What follows belongs to an exercise in optimizing a design on an open flow for small area; a production flow would make more cautious choices. Where RTL was checked, it was by simulation tests only, not by an equivalence proof against the original. No activity file was given, so power comes from the tool's default toggle rates.

== run A ==
## mc_spe
module mc_spe (
    input  wire        clk,
    input  wire        rst,
    input  wire        tick,
    input  wire [1:0]  cfg_label,
    input  wire        cfg_in4,
    input  wire        cfg_out4,
    input  wire        rx_valid,
    input  wire [7:0]  rx_data,
    output wire        tx_valid,
    output wire [7:0]  tx_data,
    input  wire        tx_fail,
    output wire        drain_req,
    input  wire        drain_done,
    input  wire        drain_ok,
    output wire        rts,
    output wire        dtr,
    output wire        dsr,
    output wire        st_valid,
    output wire [31:0] st_mem,
    output wire [31:0] st_route,
    output wire [3:0]  st_in,
    output wire [3:0]  st_out,
    output wire        st_power,
    input  wire        req_valid,
    input  wire [2:0]  req_len,
    input  wire [31:0] req_chars,
    output wire        req_accept,
    output wire        log_valid,
    output wire [2:0]  log_code,
    output wire        err_write,
    output wire        err_drain,
    output wire        err_qfull,
    output wire        cfg_fault
);
make LEC_CHECK=0 ABC_AREA=1 CAP_MARGIN=20 CORE_MARGIN=2 CORE_UTILIZATION=70 PLACE_DENSITY=0.8 SLEW_MARGIN=20 finish   # period 10.0 ns
run.sh (not shown) runs the stock make flow with config.mk's settings and CLKGATE_MAP_FILE= SYNTH_SCRIPT=/design/flow/synth_recipe.tcl, a recipe that flattens the netlist after the stock synthesis.
Run A ended with every stage complete and zero timing, DRC or antenna violations.
Setup changes, run A to run B
Settings: CTS_CLUSTER_SIZE newly set to 20; CTS_BUF_LIST newly set to sky130_fd_sc_hd__clkbuf_8; ABC_AREA removed (was 1); PLACE_DENSITY changed from 0.8 to 0.7; CTS_CLUSTER_DIAMETER newly set to 80; CORE_UTILIZATION changed from 70 to 60.
==> comparison <==
- Run B completed end to end with timing, DRC and antenna clean.
- Run A → run B: total chip power dropped 40%; pin count of the biggest net entering global routing down 45; final layout net count went down by 286.
- Global-route wire length before repair (higher): run A
- Routability congestion estimate, run B vs run A: down slightly
- Compared with run A, run B shows total internal power that has gone down by more than a quarter.
- Run B vs run A: count of plain and timing-repair buffers down
- Going from run A to run B, maximum clock frequency higher; switching part of the total power shrank by 11 points.
diff inputs: run B => run C
Settings: PLACE_DENSITY changed from 0.7 to 0.6; CTS_BUF_LIST removed (was sky130_fd_sc_hd__clkbuf_8); ABC_AREA newly set to 1; CTS_CLUSTER_DIAMETER removed (was 80); CTS_CLUSTER_SIZE removed (was 20); CORE_UTILIZATION changed from 60 to 40.
Results
Run C finished every step from synthesis to the final layout, and the layout passed the timing, DRC and antenna checks. A worst setup path endpoint of tx_valid is what run C shows, while cur[7]$_DFFE_PP_ belongs to run B. Status: synthesized-area fraction occupied by adder cells parity (run B, run C). Diff run B -> run C: number of rows in the core area moved up, proportion of cell area occupied by multi-input gates shrank by 4.9 points, maximum fanout encountered on the critical timing path now smaller. Diff run B -> run C: endpoint required time on the critical path moved down; setup slack dropped 110 ps; synthesized cell count went up; utilization after layout went down.
#### Input delta (run D over run C)
Settings: CORE_UTILIZATION now 60, was 40; PLACE_DENSITY now 0.7, was 0.6; ABC_AREA no longer set, was 1.
==> flow/flow/run.sh (new file) <==
#!/bin/bash
# The standard layout (standard synthesis unchanged), with the port buffers
# made from the smallest buffer cell instead of the one the resizer picks.
set -euo pipefail
bash standard.sh \
  "BUFFER_PORTS_ARGS=-buffer_cell sky130_fd_sc_hd__buf_1" \
  finish > standard_flow.log 2>&1
==> flow/standard.sh (new file) <==
#!/bin/bash
# synth_recipe.tcl (not shown) runs the flow's synth.tcl, then flattens the netlist and writes it again
# the make line also repeats each setting of config.mk as NAME=value (left out here)
make -C /OpenROAD-flow-scripts/flow DESIGN_CONFIG=/design/flow/config.mk WORK_HOME=/design/flow/orfs CLKGATE_MAP_FILE= SYNTH_SCRIPT=/design/flow/synth_recipe.tcl "${@:-finish}"
removed: flow/run.sh
Notes after the runs:
Run comparison: run D classification of the worst setup path primary input to flop; run C classification of the worst setup path primary input to primary output
The total placed cells including tap cells in run D was lower than what run C gave.
Looking at via count, run D sits 983 below run C.
Run D — cell area after synthesis about 3.2% lower, run C as reference
Summary of the comparison: flip-flop and latch share of the layout cell area is higher in run D, relative to run C.
No run of this note included a check of the RTL's function; only the layout flow was run.

== xenon ==
Another version of the RTL of mc_spe (not shown whole).
Size in the first run: ~150 I/O pins, ~10000 um2 of cells after synthesis.
export LEC_CHECK = 0
export CAP_MARGIN = 20
export CORE_MARGIN = 2
export CORE_UTILIZATION = 60
export CTS_BUF_LIST = sky130_fd_sc_hd__clkbuf_8
export CTS_CLUSTER_DIAMETER = 60
export CTS_CLUSTER_SIZE = 16
export PLACE_DENSITY = 0.7
export SLEW_MARGIN = 20
create_clock -name core_clock -period 10.0 [get_ports {clk}]
standard.sh (not shown) runs the stock make flow with config.mk's settings and CLKGATE_MAP_FILE= SYNTH_SCRIPT=/design/flow/synth_recipe.tcl, a recipe that flattens the netlist after the stock synthesis.
==> flow/flow/run.sh <==
#!/bin/bash
# The standard layout (standard synthesis unchanged), with the port buffers
# made from the smallest buffer cell instead of the one the resizer picks,
# and clock tree synthesis without dummy loads.
set -euo pipefail
bash standard.sh \
  "BUFFER_PORTS_ARGS=-buffer_cell sky130_fd_sc_hd__buf_1" \
  "CTS_ARGS=-sink_clustering_enable -repair_clock_nets -sink_clustering_size 16 -sink_clustering_max_diameter 60 -buf_list sky130_fd_sc_hd__clkbuf_8 -dont_use_dummy_load" \
  finish > standard_flow.log 2>&1
Here is what was changed in the inputs of ember compared with xenon.
diff --git a/flow/flow/run.sh b/flow/flow/run.sh
--- a/flow/flow/run.sh
+++ b/flow/flow/run.sh
@@ -7,3 +7,4 @@
   "BUFFER_PORTS_ARGS=-buffer_cell sky130_fd_sc_hd__buf_1" \
   "CTS_ARGS=-sink_clustering_enable -repair_clock_nets -sink_clustering_size 16 -sink_clustering_max_diameter 60 -buf_list sky130_fd_sc_hd__clkbuf_8 -dont_use_dummy_load" \
+  "RECOVER_POWER=100" \
   finish > standard_flow.log 2>&1
Findings:
Count of cells along the worst register-to-register path, xenon and ember: higher on xenon
Finished, but not clean: ember, with max-capacitance violations, max-slew violations.
On critical path's largest stage delay: ember sits above xenon.
Per the comparison of ember with xenon, max-cap violation count higher; design area lower; final worst-path setup slack lower.
### ember -> fjord
diff --git a/flow/flow/run.sh b/flow/flow/run.sh
--- a/flow/flow/run.sh
+++ b/flow/flow/run.sh
@@ -7,4 +7,3 @@
   "BUFFER_PORTS_ARGS=-buffer_cell sky130_fd_sc_hd__buf_1" \
   "CTS_ARGS=-sink_clustering_enable -repair_clock_nets -sink_clustering_size 16 -sink_clustering_max_diameter 60 -buf_list sky130_fd_sc_hd__clkbuf_8 -dont_use_dummy_load" \
-  "RECOVER_POWER=100" \
   finish > standard_flow.log 2>&1
==> flow/config.mk <==
export PLATFORM = sky130hd
export DESIGN_NAME = mc_spe
export DESIGN_NICKNAME = mc_spe
export VERILOG_FILES = /design/flow/design.v
export SDC_FILE = /design/flow/constraint.sdc
export NUM_CORES = 4
export LEC_CHECK = 0
export CAP_MARGIN = 5
export CORE_MARGIN = 2
export CORE_UTILIZATION = 60
export PLACE_DENSITY = 0.7
export SLEW_MARGIN = 5
==> comparison <==
- Per the final summary, fjord finished and its layout is clean on timing, DRC and antenna.
- fjord: max capacitance violation total lower than ember
- The clock power on ember is in line with that on fjord.
- Going from ember to fjord, sequential power level, global-route usage level, worst reg-to-reg setup slack moved up.
Edits applied to the flow inputs when going from fjord to onyx:
==> flow/flow/run.sh <==
#!/bin/bash
# The standard layout (standard synthesis unchanged), with the port buffers
# made from the smallest buffer cell instead of the one the resizer picks,
# clock tree synthesis without dummy loads, and logic cells that synthesis
# sized up given back their smallest drive strength after floorplan.
set -euo pipefail
bash standard.sh \
  "BUFFER_PORTS_ARGS=-buffer_cell sky130_fd_sc_hd__buf_1" \
  "CTS_ARGS=-sink_clustering_enable -repair_clock_nets -sink_clustering_size 16 -sink_clustering_max_diameter 60 -buf_list sky130_fd_sc_hd__clkbuf_8 -dont_use_dummy_load" \
  "POST_FLOORPLAN_TCL=$PWD/flow/downsize.tcl" \
  finish > standard_flow.log 2>&1
==> flow/flow/downsize.tcl (new file) <==
# After floorplan: give every logic cell that synthesis sized up the
# smallest-area cell of the same function (same name but drive strength).
# Placement's repair_design and the later timing repair size cells up again
# where slew, capacitance or timing need it.
set db [ord::get_db]
set block [ord::get_db_block]
set n 0
foreach inst [$block getInsts] {
  set master [$inst getMaster]
  set name [$master getName]
  if { ![regexp {^sky130_fd_sc_hd__([a-z0-9]+)_([0-9]+)$} $name -> base drv] } { continue }
  # registers keep their cells; buffers and inverters are left to the resizer
  if { [regexp {^(df|edf|sdf|dl|buf|clk|inv|conb|tap|fill|decap)} $base] } { continue }
  set best $master
  set best_area [expr { [$master getWidth] * [$master getHeight] }]
  foreach d {0 1 2 4 6 8 12 16} {
    set m [$db findMaster "sky130_fd_sc_hd__${base}_${d}"]
    if { $m eq "NULL" || $m eq "" } { continue }
    set a [expr { [$m getWidth] * [$m getHeight] }]
    if { $a < $best_area } { set best $m; set best_area $a }
  }
  if { $best ne $master } {
    $inst swapMaster $best
    incr n
  }
}
puts "downsize: $n cells given a smaller drive strength"
diff --git a/flow/config.mk b/flow/config.mk
--- a/flow/config.mk
+++ b/flow/config.mk
@@ -6,7 +6,10 @@
 export NUM_CORES = 4
 export LEC_CHECK = 0
-export CAP_MARGIN = 5
+export CAP_MARGIN = 20
 export CORE_MARGIN = 2
 export CORE_UTILIZATION = 60
+export CTS_BUF_LIST = sky130_fd_sc_hd__clkbuf_8
+export CTS_CLUSTER_DIAMETER = 60
+export CTS_CLUSTER_SIZE = 16
 export PLACE_DENSITY = 0.7
-export SLEW_MARGIN = 5
+export SLEW_MARGIN = 20
Notes after the runs:
The detailed-route wire length on metal 1 of onyx is higher than that of fjord. onyx packs its core more loosely than fjord. fjord has a higher fraction of standard cell area in multi-input logic than onyx. onyx has final worst-path cycle share below what fjord had. Between fjord and onyx, the flow reports fmax increasing slightly. Delta (onyx minus fjord): final-layout fill cell count rose by 8; cell area after layout fell by 81 um2.
--- input diff onyx..maple ---
==> flow/flow/run.sh <==
#!/bin/bash
# The standard layout (standard synthesis unchanged), with the port buffers
# made from the smallest buffer cell instead of the one the resizer picks.
set -euo pipefail
bash standard.sh \
  "BUFFER_PORTS_ARGS=-buffer_cell sky130_fd_sc_hd__buf_1" \
  finish > standard_flow.log 2>&1
removed: flow/flow/downsize.tcl
## What came out
- Critical path required time: maple vs onyx — no meaningful difference
- Going from onyx to maple, worst setup slack dropped 0.025 ns, area of the multi-input gates picked up an extra 85 um2.

mc_spe, a different RTL version from the one above (not shown whole).
Size in the first run: about 880 cells after synthesis, roughly 260 flip-flops, about 11000 um2 of cells after synthesis.
==> flow/design.v (excerpt) <==
module mc_spe (
    input  wire        clk,
    input  wire        rst,
    input  wire        tick,
    input  wire [1:0]  cfg_label,
    input  wire        cfg_in4,
    input  wire        cfg_out4,
    input  wire        rx_valid,
    input  wire [7:0]  rx_data,
    output wire        tx_valid,
    output wire [7:0]  tx_data,
    input  wire        tx_fail,
    output wire        drain_req,
    input  wire        drain_done,
    input  wire        drain_ok,
    output wire        rts,
    output wire        dtr,
    output wire        dsr,
    output wire        st_valid,
    output wire [31:0] st_mem,
    output wire [31:0] st_route,
    output wire [3:0]  st_in,
    output wire [3:0]  st_out,
    output wire        st_power,
    input  wire        req_valid,
    input  wire [2:0]  req_len,
    input  wire [31:0] req_chars,
    output wire        req_accept,
    output wire        log_valid,
    output wire [2:0]  log_code,
    output wire        err_write,
    output wire        err_drain,
    output wire        err_qfull,
    output wire        cfg_fault
);
    reg top_q;       
    reg out4_q;
    reg fault_q;
    reg pend_q;      
    wire label_ok = cfg_label[1] ^ cfg_label[0];
    always @(posedge clk) begin
        if (rst) begin
            top_q   <= cfg_label[1];
            out4_q  <= cfg_out4;
            fault_q <= !label_ok;
        end
        pend_q <= rst && !label_ok;
    end
    wire active = !fault_q && !rst;
    reg  [3:0] rx_cnt;
    wire rx_en     = rx_valid && active;
    wire rx_marker = (rx_data == {6'b011000, top_q, !top_q});
    wire install   = rx_en && rx_marker && (rx_cnt == 4'd13);
    wire rx_wr     = rx_en && !rx_marker;
    always @(posedge clk) begin
        if (rst)
            rx_cnt <= 4'd15;
        else if (rx_en) begin
            if (rx_marker)
                rx_cnt <= 4'd0;
            else if (rx_cnt != 4'd15)
                rx_cnt <= rx_cnt + 4'd1;
        end
    end
    wire       rx_hi0 = (rx_data[7:4] == 4'd0);
    wire [7:0] rx_pn  = (rx_hi0 && rx_data[3:0] == 4'd8) ? 8'd4 :
                        (rx_hi0 && rx_data[3:0] == 4'd4) ? 8'd3 : rx_data;
  ...
==> flow/config.mk <==
export PLATFORM = sky130hd
export DESIGN_NAME = mc_spe
export DESIGN_NICKNAME = mc_spe
export VERILOG_FILES = /design/flow/design.v
export SDC_FILE = /design/flow/constraint.sdc
export NUM_CORES = 4
export LEC_CHECK = 0
export CAP_MARGIN = 20
export CORE_MARGIN = 2
export CORE_UTILIZATION = 60
export CTS_BUF_LIST = sky130_fd_sc_hd__clkbuf_16
export CTS_CLUSTER_DIAMETER = 100
export CTS_CLUSTER_SIZE = 30
export PLACE_DENSITY = 0.7
export SLEW_MARGIN = 20
==> flow/constraint.sdc <==
create_clock -name core_clock -period 10.0 [get_ports {clk}]
set_input_delay 2.0000 -clock core_clock [delete_from_list [all_inputs] [get_ports {clk}]]
set_output_delay 2.0000 -clock core_clock [all_outputs]
set_load 0.01 [all_outputs]
==> flow/flow/run.sh <==
#!/bin/bash
# The standard layout (standard synthesis unchanged), with the port buffers
# made from the smallest buffer cell instead of the one the resizer picks.
set -euo pipefail
bash standard.sh \
  "BUFFER_PORTS_ARGS=-buffer_cell sky130_fd_sc_hd__buf_1" \
  finish > standard_flow.log 2>&1
Rerun with:
CTS_CLUSTER_DIAMETER = 70   (was 100)
CTS_CLUSTER_SIZE = 22   (was 30)
Result:
- The new run completed without violations
- global-route usage increases by 0.60 points
- routed wire length climbs slightly
- sequential share of layout area goes down by 0.85 points
- via count stays flat
- power rises by a little under a tenth
- cell area goes up slightly
- setup slack loses 0.0040 ns
Rerun with:
CTS_BUF_LIST = sky130_fd_sc_hd__clkbuf_8   (was sky130_fd_sc_hd__clkbuf_16)
CTS_CLUSTER_DIAMETER = 50   (was 70)
CTS_CLUSTER_SIZE = 12   (was 22)
Hold slack barely changes.
Clock power fell by 5.0%.
Sequential power is about the same.
Rerun with:
CTS_CLUSTER_DIAMETER = 60   (was 50)
CTS_CLUSTER_SIZE = 16   (was 12)
Outcome:
- The changed run completed without violations
- global-route usage went down by 0.17 points
- design area goes down slightly
- area after synthesis is unchanged

v16:
RTL: one of the versions met above, not the one the previous note started from.
For scale: roughly 150 I/O pins.
clock: 10.0 ns
lec_check: 0
cap_margin: 20
core_margin: 2
core_utilization: 60
cts_buf_list: sky130_fd_sc_hd__clkbuf_4
cts_cluster_diameter: 40
cts_cluster_size: 8
place_density: 0.7
slew_margin: 20
run.sh (not shown) runs the stock make flow with config.mk's settings and CLKGATE_MAP_FILE= SYNTH_SCRIPT=/design/flow/synth_recipe.tcl, a recipe that flattens the netlist after the stock synthesis.
Stock flow here: none of the scripts above is used.
v16 | stages: all done | timing, DRC, antenna: all pass
--- input diff v16..v26 ---
- changing CTS_BUF_LIST from sky130_fd_sc_hd__clkbuf_4 to sky130_fd_sc_hd__clkbuf_2 sky130_fd_sc_hd__clkbuf_4
- removing CTS_CLUSTER_SIZE (formerly 8)
- removing CTS_CLUSTER_DIAMETER (formerly 40)
- setting ABC_AREA to 1 for the first time
Findings:
When v26 is measured against v16, its post-route met1 wirelength turns out 24% higher. Cmp v26 and v16 / clock skew / higher: v26. Any difference in fraction of layout cells with a size suffix above 1 between v26 and v16 is small enough to ignore. Compared with v16, v26 shows clock power that has gone up by more than a quarter. Of v26 and v16, v26 shows the higher complex-gate fraction of the synthesized area, with v16 below it.
diff inputs: v26 => v6
- CTS_CLUSTER_DIAMETER newly set to 50
- CTS_CLUSTER_SIZE newly set to 12
- ABC_AREA removed (was 1)
- CTS_BUF_LIST changed from sky130_fd_sc_hd__clkbuf_2 sky130_fd_sc_hd__clkbuf_4 to sky130_fd_sc_hd__clkbuf_8
[summary]
The final area reported for v6 is smaller than that of v26 by 780 µm².
v6: share of the core filled with cells lower than v26
First-pass GRT wire length, v6 and v26, higher one = v26.
Function was not checked in any run of this note: the RTL went through the layout flow alone.

==> separate check: timing with driven ports <==
How much do the figures lean on ideal ports? The routed layouts below were timed once more, with nothing changed but the port constraints.
Step 1 sets driving cells, clkbuf_16 on the clock port and buf_2 on the other inputs (assumed; they add their load-dependent delay and slew).
Step 2 adds t to the input delays and takes it off the output delays; t is the mean of the earliest and latest rising clock arrival at the registers after step 1. Input paths then give back, and output paths get back, about the clock's delay inside the block.
a / b / c = no drivers / after step 1 / after step 2; a / b = the first two.
run | shift t [ns] | setup WS [ns] | worst register clock-pin slew, ns
run A | 0.561 | 3.393 / 3.357 / 3.056 | 0.07 / 0.07
run B | 0.555 | 3.733 / 3.753 / 3.197 | 0.13 / 0.13
run C | 0.595 | 3.622 / 3.594 / 3.384 | 0.06 / 0.06
run D | 0.562 | 3.789 / 3.813 / 3.251 | 0.06 / 0.06
xenon | 0.538 | 4.164 / 4.145 / 4.145 | 0.10 / 0.10
ember | 0.541 | 3.795 / 3.816 / 3.274 | 0.10 / 0.10
fjord | 0.538 | 4.164 / 4.145 / 4.145 | 0.10 / 0.10
onyx | 0.542 | 4.216 / 4.196 / 4.196 | 0.10 / 0.10
maple | 0.568 | 4.190 / 4.172 / 4.172 | 0.11 / 0.11
the first run of note 3 | 0.508 | 4.036 / 4.016 / 4.016 | 0.12 / 0.12
the second run of note 3 | 0.533 | 4.031 / 4.011 / 4.011 | 0.09 / 0.09
the third run of note 3 | 0.593 | 4.012 / 3.992 / 3.992 | 0.08 / 0.08
the fourth run of note 3 | 0.566 | 4.038 / 4.018 / 4.018 | 0.10 / 0.10
v16 | 0.659 | 3.828 / 3.848 / 3.189 | 0.10 / 0.10
v26 | 0.690 | 3.503 / 3.478 / 2.998 | 0.07 / 0.07
v6 | 0.571 | 3.695 / 3.715 / 3.144 | 0.09 / 0.09
The setup slack of v16, which loses most, moves by +0.020 ns with the drivers and by -0.639 ns with both steps.
